What follows belongs to an exercise in optimizing a design on an open flow for small area, a short achievable clock period and few clock cycles per item; a production flow would make more cautious choices. At most, simulation tests tie the RTL to the original design; equivalence was not proved. No activity file was given, so power comes from the tool's default toggle rates.

Setup of v32:
Design pfde_seq, start of the top module:
module pfde_seq (
    input  wire        clk,
    input  wire        rst,           
    input  wire        cmd_valid,
    output wire        cmd_ready,
    input  wire [15:0] cmd_count,     
    input  wire        in_valid,
    output reg         in_ready,
    input  wire [7:0]  in_data,
    output reg         out_valid,
    input  wire        out_ready,
    output reg  [31:0] out_id,
    output reg         done,          
    output wire        err,
    output wire [3:0]  err_code,
    output reg  [19:0] consumed
);
For scale: about 1300 cells after synthesis, roughly 170 flip-flops.
clock: 5.5 ns
lec_check: 0
cap_margin: 20
core_margin: 2
core_utilization: 40
cts_buf_list: sky130_fd_sc_hd__clkbuf_8
setup_slack_margin: 2.7
slew_margin: 20
standard.sh (not shown) runs the stock make flow with config.mk's settings and CLKGATE_MAP_FILE= SYNTH_SCRIPT=/design/flow/synth_recipe.tcl, a recipe that flattens the netlist after the stock synthesis.
==> flow/flow/run.sh <==
#!/bin/bash
# The standard layout (the standard.sh, standard synthesis included), with
# the port buffers that global placement inserts made of the smallest buffer
# cell instead of the default clkdlybuf4s50_1. Every port still gets its own
# buffer; nothing else changes. ORFS's step logs stay under orfs/logs/.
set -euo pipefail
export BUFFER_PORTS_ARGS="-buffer_cell sky130_fd_sc_hd__buf_1"
bash standard.sh > standard.log 2>&1
v32 finished end to end and its layout was clean on timing, DRC and antenna.
Testbench counts of v32, summed over its fixed seeds: cycles 120,404, items 81,405.
[inputs] v47 vs v32
Settings: setting TNS_END_PERCENT to 10 for the first time; setting GPL_ROUTABILITY_DRIVEN to 0 for the first time; changing SETUP_SLACK_MARGIN from 2.7 to 2.3.
## What came out
- Every run (v47 and v32) finished clean.
- Post-layout utilization of the core: lower on v47
- The placed cell area in v47 sits about 1% below the value recorded for v32.
- Comparing total wire length for v47 and v32, the bigger number came from v32.
- Relative to v32, the final cell area reported for v47 is lower.
- Peak fanout along the critical path, v47 and v32: larger value in v47
- Wire length of the first global-routing pass is higher on v32
- Lower hold slack goes to v47 over v32.
- Cmp v47 and v32 / global-route usage / lower: v47
- In the flow results for v47 and v32, the logic depth of the worst path, buffers included is larger on v32.
Input-level comparison between v43 and v47:
Settings: swapping 2.3 for 2.45 in SETUP_SLACK_MARGIN; clearing GPL_ROUTABILITY_DRIVEN, which used to be 0; swapping 40 for 55 in CORE_UTILIZATION.
--- outcome ---
- v43 ends up with a final cell utilization of the core that is 17 points higher than in v47.
- Worst hold slack (higher): v47
- Number of buffers created by CTS: v47 vs v43 identical
- Delta (v43 minus v47): area of the core has decreased; cell area decreased 0.99%; number of clock buffers in the layout picked up an extra 2; pre-CTS setup slack went down; switching part of the total power did not really move.
- Compared with v47, in v43 final wirelength decreased about 0.8%; number of antenna violations at the first check in global routing moved up; clock skew saw an increase.
- Start point of the critical path: pz$_DFFE_PN_ -> v43, bcnt[3]$_SDFFCE_PP0P_ -> v47
Changes in v19 relative to v43:
Settings: SLEW_MARGIN changed from 20 to 10; SETUP_SLACK_MARGIN changed from 2.45 to 2.55; CORE_UTILIZATION changed from 55 to 40; CAP_MARGIN changed from 20 to 10.
v19 went all the way through synthesis, placement and routing and the layout is clean on timing, DRC and antenna.
Of v43 and v19, v43 shows the lower cell count, with v19 above it.
Between v43 and v19, the flow reports number of ordinary and repair buffers in the finished layout increasing by more than 10%.
In v19, the sum of net half-perimeters after detailed placement came out 2.2% above the value in v43.
Area after detailed placement is higher on v19
Between v43 and v19, logic gate share of total power is higher for v19, v43 comes in under that.
Taking v43 as the reference, in v19 routed metal-1 wirelength increased by about 3% relative to the old numbers, data arrival time at the worst-slack endpoint decreased by 0.13 ns relative to the old numbers.

== lane 1 ==
pfde_seq, a different RTL version from the one above (not shown whole).
Size in the first run: roughly 1300 cells after synthesis, roughly 150 flip-flops, ~12000 µm² of cells after synthesis.
clock: 5.5 ns
lec_check: 0
cap_margin: 20
core_margin: 2
core_utilization: 40
setup_slack_margin: 2.5
slew_margin: 20
run.sh (not shown) runs the stock make flow with config.mk's settings and CLKGATE_MAP_FILE= SYNTH_SCRIPT=/design/flow/synth_recipe.tcl, a recipe that flattens the netlist after the stock synthesis.
Stock flow here: none of the scripts above is used.
Here is what was changed in the inputs of lane 2 compared with lane 1.
- CORE_UTILIZATION changed from 40 to 60
Findings:
Diff lane 1 -> lane 2: wire length saw a decrease, global routing usage on met1 saw an increase, combinational power saw a decrease, full die area saw a decrease, clock share of power saw a decrease. Fraction of area in registers: lane 2 vs lane 1 up 0.51 points. When lane 2 is set beside lane 1, its path depth of the worst reg2reg path turns out to be 4 smaller.
No run of this note included a check of the RTL's function; only the layout flow was run.

## wip/harbor
The RTL this note starts from:
==> flow/design.v <==
module pfde_seq (
    input  wire        clk,
    input  wire        rst,           
    input  wire        cmd_valid,
    output wire        cmd_ready,
    input  wire [15:0] cmd_count,     
    input  wire        in_valid,
    output reg         in_ready,
    input  wire [7:0]  in_data,
    output reg         out_valid,
    input  wire        out_ready,
    output reg  [31:0] out_id,
    output reg         done,          
    output wire        err,
    output wire [3:0]  err_code,
    output reg  [19:0] consumed
);
    localparam [2:0] S_IDLE = 3'd0,
                     S_BV0  = 3'd1,    
                     S_BV1  = 3'd2,    
                     S_BV2  = 3'd3,    
                     S_HDR  = 3'd4,    
                     S_FOR  = 3'd5,    
                     S_CON  = 3'd6,    
                     S_FIN  = 3'd7;    
    reg  [2:0]  state;
    reg  [15:0] rem;        
    reg  [7:0]  bl;         
    reg         lastblk;    
    reg  [5:0]  bw;         
    reg         wide;       
    reg         st2;        
    reg  [31:0] q;          
    reg  [5:0]  bcnt;       
    reg         pv;         
    reg  [31:0] pe;         
    reg         have;       
    reg         phi;        
    reg         pz;         
    reg         pcin;       
    reg         pfin;       
    reg         bv3;        
    reg         ec3, ec2, ec1;    
    assign err_code = {ec3, ec2, ec1, ec3};
    assign err      = ec1;
    function [15:0] rev16(input [15:0] x);
        integer i;
        for (i = 0; i < 16; i = i + 1) rev16[i] = x[15 - i];
    endfunction
    function [7:0] rev8(input [7:0] x);
        integer i;
        for (i = 0; i < 8; i = i + 1) rev8[i] = x[7 - i];
    endfunction
    function [15:0] tmask(input [4:0] k);
        integer i;
        for (i = 0; i < 16; i = i + 1) tmask[i] = (k > i);
    endfunction
    wire out_free = !out_valid || out_ready;
    wire s2_go  = pv && (phi || out_free);
    wire p_free = !pv || s2_go;
    wire [4:0] klo  = wide ? 5'd16 : bw[4:0];             
    wire [4:0] khi  = bw[5] ? 5'd16 : {1'b0, bw[3:0]};    
    wire [4:0] kcur = st2 ? khi : klo;
    wire [15:0] mlo = tmask(klo);
    wire [15:0] mhi = wide ? tmask(khi) : 16'd0;
    wire more1 = (bl[7:1] != 7'd0);                       
    wire more2 = (bl[7:2] != 6'd0) || (bl[1] && bl[0]);   
    wire more3 = (bl[7:2] > 6'd1);                        
    wire rem_big = (rem[15:8] != 8'd0) || (rem[7] && (rem[6:0] != 7'd0));
    wire is_for = (state == S_FOR);
    wire is_con = (state == S_CON);
    wire [6:0] b1 = {1'b0, bw};
    wire [6:0] b2 = {bw, 1'b0};
    wire [6:0] thr   = (wide && more2) ? 7'd127 :
                       ((more1 ? b2 : b1) - (st2 ? 7'd16 : 7'd0));
    wire [6:0] thr_s = (!wide)        ? (more2 ? b2 : b1) :
                       (!st2)         ? (more2 ? 7'd127 : ((more1 ? b2 : b1) - 7'd16)) :
                                        (more3 ? 7'd127 : (more2 ? b2 : b1));
    wire con_full = (bcnt >= bw);
    wire con_full8 = ({1'b0, bcnt} + 7'd8 >= b1);
    wire con_run  = bcnt[5];
    wire con_pad  = is_con && !in_ready && !con_run;   
    wire step   = is_for && have && p_free;
    wire fin    = !wide || st2;                           
    wire cemit  = is_con && con_run && p_free;
    wire id_end = (step && fin) || cemit;
    assign cmd_ready = (state == S_IDLE);
    wire byte_in = in_valid && in_ready;
    wire [46:0] qx  = {q[30:0], 16'd0};
    wire [30:0] sh4 = bcnt[4] ? qx[46:16] : qx[30:0];
    wire [22:0] sh3 = bcnt[3] ? sh4[30:8] : sh4[22:0];
    wire [18:0] sh2 = bcnt[2] ? sh3[22:4] : sh3[18:0];
    wire [16:0] sh1 = bcnt[1] ? sh2[18:2] : sh2[16:0];
    wire [15:0] sh0 = bcnt[0] ? sh1[16:1] : sh1[15:0];
    wire [15:0] ext = rev16(sh0) & (st2 ? mhi : mlo);
    wire [31:0] addend  = pe;
    wire        add_ci  = pcin;
    wire [31:0] acc     = pz ? 32'd0 : out_id;
    wire [31:0] ag0 = acc & addend;
    wire [31:0] ap0 = acc ^ addend;
    wire [31:0] ag [0:5];
    wire [31:0] ap [0:5];
    assign ag[0] = {ag0[31:1], ag0[0] | (ap0[0] & add_ci)};
    assign ap[0] = ap0;
    genvar lv, bt;
    generate
        for (lv = 0; lv < 5; lv = lv + 1) begin : g_lv
            for (bt = 0; bt < 32; bt = bt + 1) begin : g_bt
                if (((bt >> lv) & 1) == 1) begin : g_op
                    localparam integer J = ((bt >> lv) << lv) - 1;
                    assign ag[lv+1][bt] = ag[lv][bt] | (ap[lv][bt] & ag[lv][J]);
                    assign ap[lv+1][bt] = ap[lv][bt] & ap[lv][J];
                end else begin : g_pass
                    assign ag[lv+1][bt] = ag[lv][bt];
                    assign ap[lv+1][bt] = ap[lv][bt];
                end
            end
        end
    endgenerate
    wire [31:0] sum = ap0 ^ {ag[5][30:0], add_ci};
    wire [5:0] bc_8   = bcnt + 6'd8;
    wire [5:0] bc_k   = bcnt - {1'b0, kcur};
    wire [5:0] bc_8k  = bc_8 - {1'b0, kcur};
    wire [5:0] bcnt_ns = (byte_in || con_pad) ? bc_8 : bcnt;
    wire [5:0] bcnt_s  = byte_in ? bc_8k : bc_k;
    wire [5:0] bcnt_n  = step ? bcnt_s : bcnt_ns;
    wire ir_ns = (bcnt_ns <= 6'd23) && ({1'b0, bcnt_ns} < thr);
    wire ir_s  = (bcnt_s  <= 6'd23) && ({1'b0, bcnt_s}  < thr_s);
    wire ir_for = step ? ir_s : ir_ns;
    wire st2_n  = (step && wide) ? !st2 : st2;
    wire [4:0] kcur_s = (wide && !st2) ? khi : klo;
    wire have_ns = (bcnt_ns >= {1'b0, kcur});
    wire have_s  = (bcnt_s  >= {1'b0, kcur_s});
    wire have_n  = step ? have_s : have_ns;
    wire [7:0] cmask = (con_full8 && (bw[2:0] != 3'd0)) ? ~(8'hFF << bw[2:0]) : 8'hFF;
    wire [7:0] qin   = is_con ? (in_data & cmask) : in_data;
    wire [5:0] hdr_b    = in_data[5:0];
    wire [1:0] hdr_type = in_data[7:6];
    always @(posedge clk) begin
        if (rst) begin
            state     <= S_IDLE;
            in_ready  <= 1'b0;
            out_valid <= 1'b0;
            pv        <= 1'b0;
            done      <= 1'b0;
        end else begin
            done <= 1'b0;
            if (out_valid && out_ready)
                out_valid <= 1'b0;
            if (byte_in)
                consumed <= consumed + 20'd1;
            if (s2_go) begin
                out_id <= sum;
                if (pfin)
                    out_valid <= 1'b1;
            end
            if (step || cemit) begin
                pv   <= 1'b1;
                pe   <= is_con ? {rev16(q[15:0]), rev16(q[31:16])} :
                        st2    ? {ext, 16'd0} : {16'd0, ext};
                phi  <= is_for && st2;
                pz   <= 1'b0;
                pcin <= !(is_for && st2);
                pfin <= is_con || fin;
            end else if (s2_go)
                pv <= 1'b0;
            case (state)
            S_IDLE: begin
                in_ready <= cmd_valid && (cmd_count != 16'd0);
                if (cmd_valid) begin
                    consumed <= 20'd0;
                    ec3 <= 1'b0;
                    ec2 <= 1'b0;
                    ec1 <= 1'b0;
                    rem <= cmd_count - 16'd1;
                    state <= (cmd_count == 16'd0) ? S_FIN : S_BV0;
                end
            end
            S_BV0: begin
                if (byte_in) begin
                    bv3 <= in_data[6];
                    if (in_data[7:5] == 3'b111) begin
                        ec1      <= 1'b1;     
                        in_ready <= 1'b0;
                        state    <= S_FIN;
                    end else if (!in_data[7]) begin
                        pe       <= {25'd0, in_data[6:0]};
                        pv       <= 1'b1;
                        in_ready <= (rem != 16'd0);
                        state    <= (rem == 16'd0) ? S_FIN : S_HDR;
                    end else if (!in_data[6]) begin
                        pe     <= {18'd0, in_data[5:0], 8'd0};
                        state  <= S_BV1;
                    end else begin
                        pe     <= {11'd0, in_data[4:0], 16'd0};
                        state  <= S_BV1;
                    end
                    phi  <= 1'b0;
                    pz   <= 1'b1;
                    pcin <= 1'b0;
                    pfin <= 1'b1;
                end
            end
            S_BV1: begin
                if (byte_in) begin
                    pe[7:0] <= in_data;
                    if (!bv3) begin
                        pv        <= 1'b1;
                        in_ready  <= (rem != 16'd0);
                        state     <= (rem == 16'd0) ? S_FIN : S_HDR;
                    end else
                        state <= S_BV2;
                end
            end
            S_BV2: begin
                if (byte_in) begin
                    pe[15:8]     <= in_data;
                    pv           <= 1'b1;
                    in_ready     <= (rem != 16'd0);
                    state        <= (rem == 16'd0) ? S_FIN : S_HDR;
                end
            end
            S_HDR: begin
                if (byte_in) begin
                    bw   <= hdr_b;
                    have <= (hdr_b == 6'd0);
                    wide <= (hdr_b > 6'd16);
                    st2  <= 1'b0;
                    bcnt <= 6'd0;
                    lastblk <= !rem_big;
                    if (rem_big) begin
                        bl  <= 8'd128;
                        rem <= {rem[15:7] - 9'd1, rem[6:0]};
                    end else
                        bl  <= rem[7:0];
                    in_ready <= (hdr_type == 2'd0 || hdr_type == 2'd3) &&
                                (hdr_b <= 6'd32) && (hdr_b != 6'd0);
                    if (hdr_b > 6'd32) begin
                        ec2   <= 1'b1;     
                        ec1   <= 1'b1;
                        state <= S_FIN;
                    end else if (hdr_type == 2'd3 && hdr_b != 6'd0)
                        state <= S_CON;
                    else if (hdr_type == 2'd0 || hdr_type == 2'd3)
                        state <= S_FOR;      
                    else begin
                        ec3   <= 1'b1;     
                        ec1   <= 1'b1;
                        state <= S_FIN;
                    end
                end
            end
            S_FOR, S_CON: begin
                if (byte_in || con_pad)
                    q <= {q[23:0], byte_in ? rev8(qin) : 8'd0};
                bcnt <= bcnt_n;
                st2  <= st2_n;
                have <= have_n;
                in_ready <= is_for ? ir_for : (byte_in ? !con_full8 : !con_full);
                if (id_end) begin
                    bl <= bl - 8'd1;
                    if (!more1) begin
                        in_ready <= !lastblk;
                        state    <= lastblk ? S_FIN : S_HDR;
                    end
                end
            end
            default: begin  
                in_ready <= 1'b0;
                if (!pv && out_free) begin
                    done  <= 1'b1;
                    state <= S_IDLE;
                end
            end
            endcase
        end
    end
endmodule
export LEC_CHECK = 0
export CAP_MARGIN = 20
export CORE_MARGIN = 2
export CORE_UTILIZATION = 40
export CTS_BUF_LIST = sky130_fd_sc_hd__clkbuf_8
export CTS_CLUSTER_DIAMETER = 100
export CTS_CLUSTER_SIZE = 30
export SETUP_SLACK_MARGIN = 2.4
export SLEW_MARGIN = 20
create_clock -name core_clock -period 5.5 [get_ports {clk}]
standard.sh (not shown) runs the stock make flow with config.mk's settings and CLKGATE_MAP_FILE= SYNTH_SCRIPT=/design/flow/synth_recipe.tcl, a recipe that flattens the netlist after the stock synthesis.
Scripts as last shown in full above: flow/flow/run.sh
wip/harbor: full flow OK, the timing, DRC and antenna checks passed
Testbench counts of wip/harbor, summed over its fixed seeds: cycles 120,404, items 81,405.
[inputs] wip/ember vs wip/harbor
Settings: CTS_CLUSTER_SIZE removed (was 30); SETUP_SLACK_MARGIN changed from 2.4 to 2.5; CTS_CLUSTER_DIAMETER removed (was 100).
[summary]
Taking wip/harbor as the reference point, the worst endpoint data arrival time of wip/ember rises by 0.19 ns. Row share of final layout cell area taken by non-clock buffers: wip/ember higher / wip/harbor lower. The first-pass GRT wire length of wip/ember was inferior to that of wip/harbor. Summary — pin count of the biggest net entering global routing, wip/ember relative to wip/harbor: higher, by 22. The post-route clock period utilization in wip/ember sits 0.38 points below the value recorded for wip/harbor. Compared to wip/harbor, wip/ember has final core utilization 0.68 points higher. wip/harbor -> wip/ember: net count reported at finish increased slightly. The higher number of stages on the worst setup path came out of wip/ember. Diff wip/harbor -> wip/ember | layout-stage area growth over the synthesis result | increase of 1.7 points. Against wip/harbor, wip/ember comes in 0.34% higher on final standard cell count with taps included and fillers excluded.
For wip/cedar, these inputs were changed with respect to wip/ember:
Settings: changing SETUP_SLACK_MARGIN from 2.5 to 2.4.
## What came out
Between wip/cedar and wip/ember, it is wip/cedar whose final clock period utilization by the worst path is higher, by 0.38 points.
Looking at routed length on met1, wip/cedar sits above wip/ember.
Non-clock buffer total of the final layout ended up 5 lower on wip/cedar than on wip/ember.
Diff wip/cedar..wip/ember | number of clock-tree buffers in the layout | unchanged
Setup changes, wip/cedar to wip/yarrow
Settings: swapping 2.4 for 2.0 in SETUP_SLACK_MARGIN.
==> flow/run.sh (new file) <==
#!/bin/bash
# synth_recipe.tcl (not shown) runs the flow's synth.tcl, then flattens the netlist and writes it again
# the make line also repeats each setting of config.mk as NAME=value (left out here)
make -C /OpenROAD-flow-scripts/flow DESIGN_CONFIG=/design/flow/config.mk WORK_HOME=/design/flow/orfs CLKGATE_MAP_FILE= SYNTH_SCRIPT=/design/flow/synth_recipe.tcl finish
removed: flow/flow/run.sh
removed: flow/standard.sh
--- outcome ---
- wip/cedar → wip/yarrow: sequential portion of the cell area went down by 0.33 points; design area went up by 0.80%; met3 routed wirelength went up by 14%; total area of sequential cells was more or less identical.
- wip/yarrow gives less filler cell count in the final layout than wip/cedar did.

afterwards: timing with drivers on the ports:
In the flow no input, the clock included, has a driving cell. The finished layouts below were timed again as built, in two steps.
Step 1 (the two cells are an assumption about what drives the block):
set clk [get_ports {clk}]
set_driving_cell -lib_cell sky130_fd_sc_hd__clkbuf_16 $clk
set_driving_cell -lib_cell sky130_fd_sc_hd__buf_2 [delete_from_list [all_inputs] $clk]
Step 2 moves the port delays by t, midway between the first and last clock arrival at a register: inputs arrive t later, outputs are due t later. That takes back most of the time a late clock gives input paths.
a / b / c = no drivers / after step 1 / after step 2; a / b = the first two.
| run | shift t [ns] | setup slack, ns | worst hold slack (ns) |
|---|---|---|---|
| v32 | 0.522 | 2.506 / 2.513 / 2.011 | 0.548 / 0.548 / 0.548 |
| v47 | 0.512 | 2.262 / 2.262 / 1.837 | 0.527 / 0.527 / 0.527 |
| v43 | 0.510 | 2.273 / 2.273 / 1.821 | 0.524 / 0.524 / 0.524 |
| v19 | 0.512 | 2.371 / 2.371 / 1.948 | 0.553 / 0.553 / 0.553 |
| lane 1 | 0.486 | 1.943 / 1.943 / 1.533 | 0.488 / 0.488 / 0.488 |
| lane 2 | 0.485 | 1.836 / 1.836 / 1.665 | 0.514 / 0.514 / 0.514 |
| wip/harbor | 0.518 | 2.405 / 2.405 / 1.973 | 0.538 / 0.538 / 0.538 |
| wip/ember | 0.524 | 2.426 / 2.426 / 1.970 | 0.525 / 0.525 / 0.525 |
| wip/cedar | 0.518 | 2.405 / 2.405 / 1.973 | 0.538 / 0.538 / 0.538 |
| wip/yarrow | 0.514 | 2.017 / 2.027 / 1.513 | 0.540 / 0.540 / 0.540 |
After both steps setup and hold are still met in every run listed. The setup slack of wip/yarrow, which loses most, moves by +0.010 ns with the drivers and by -0.504 ns with both steps.
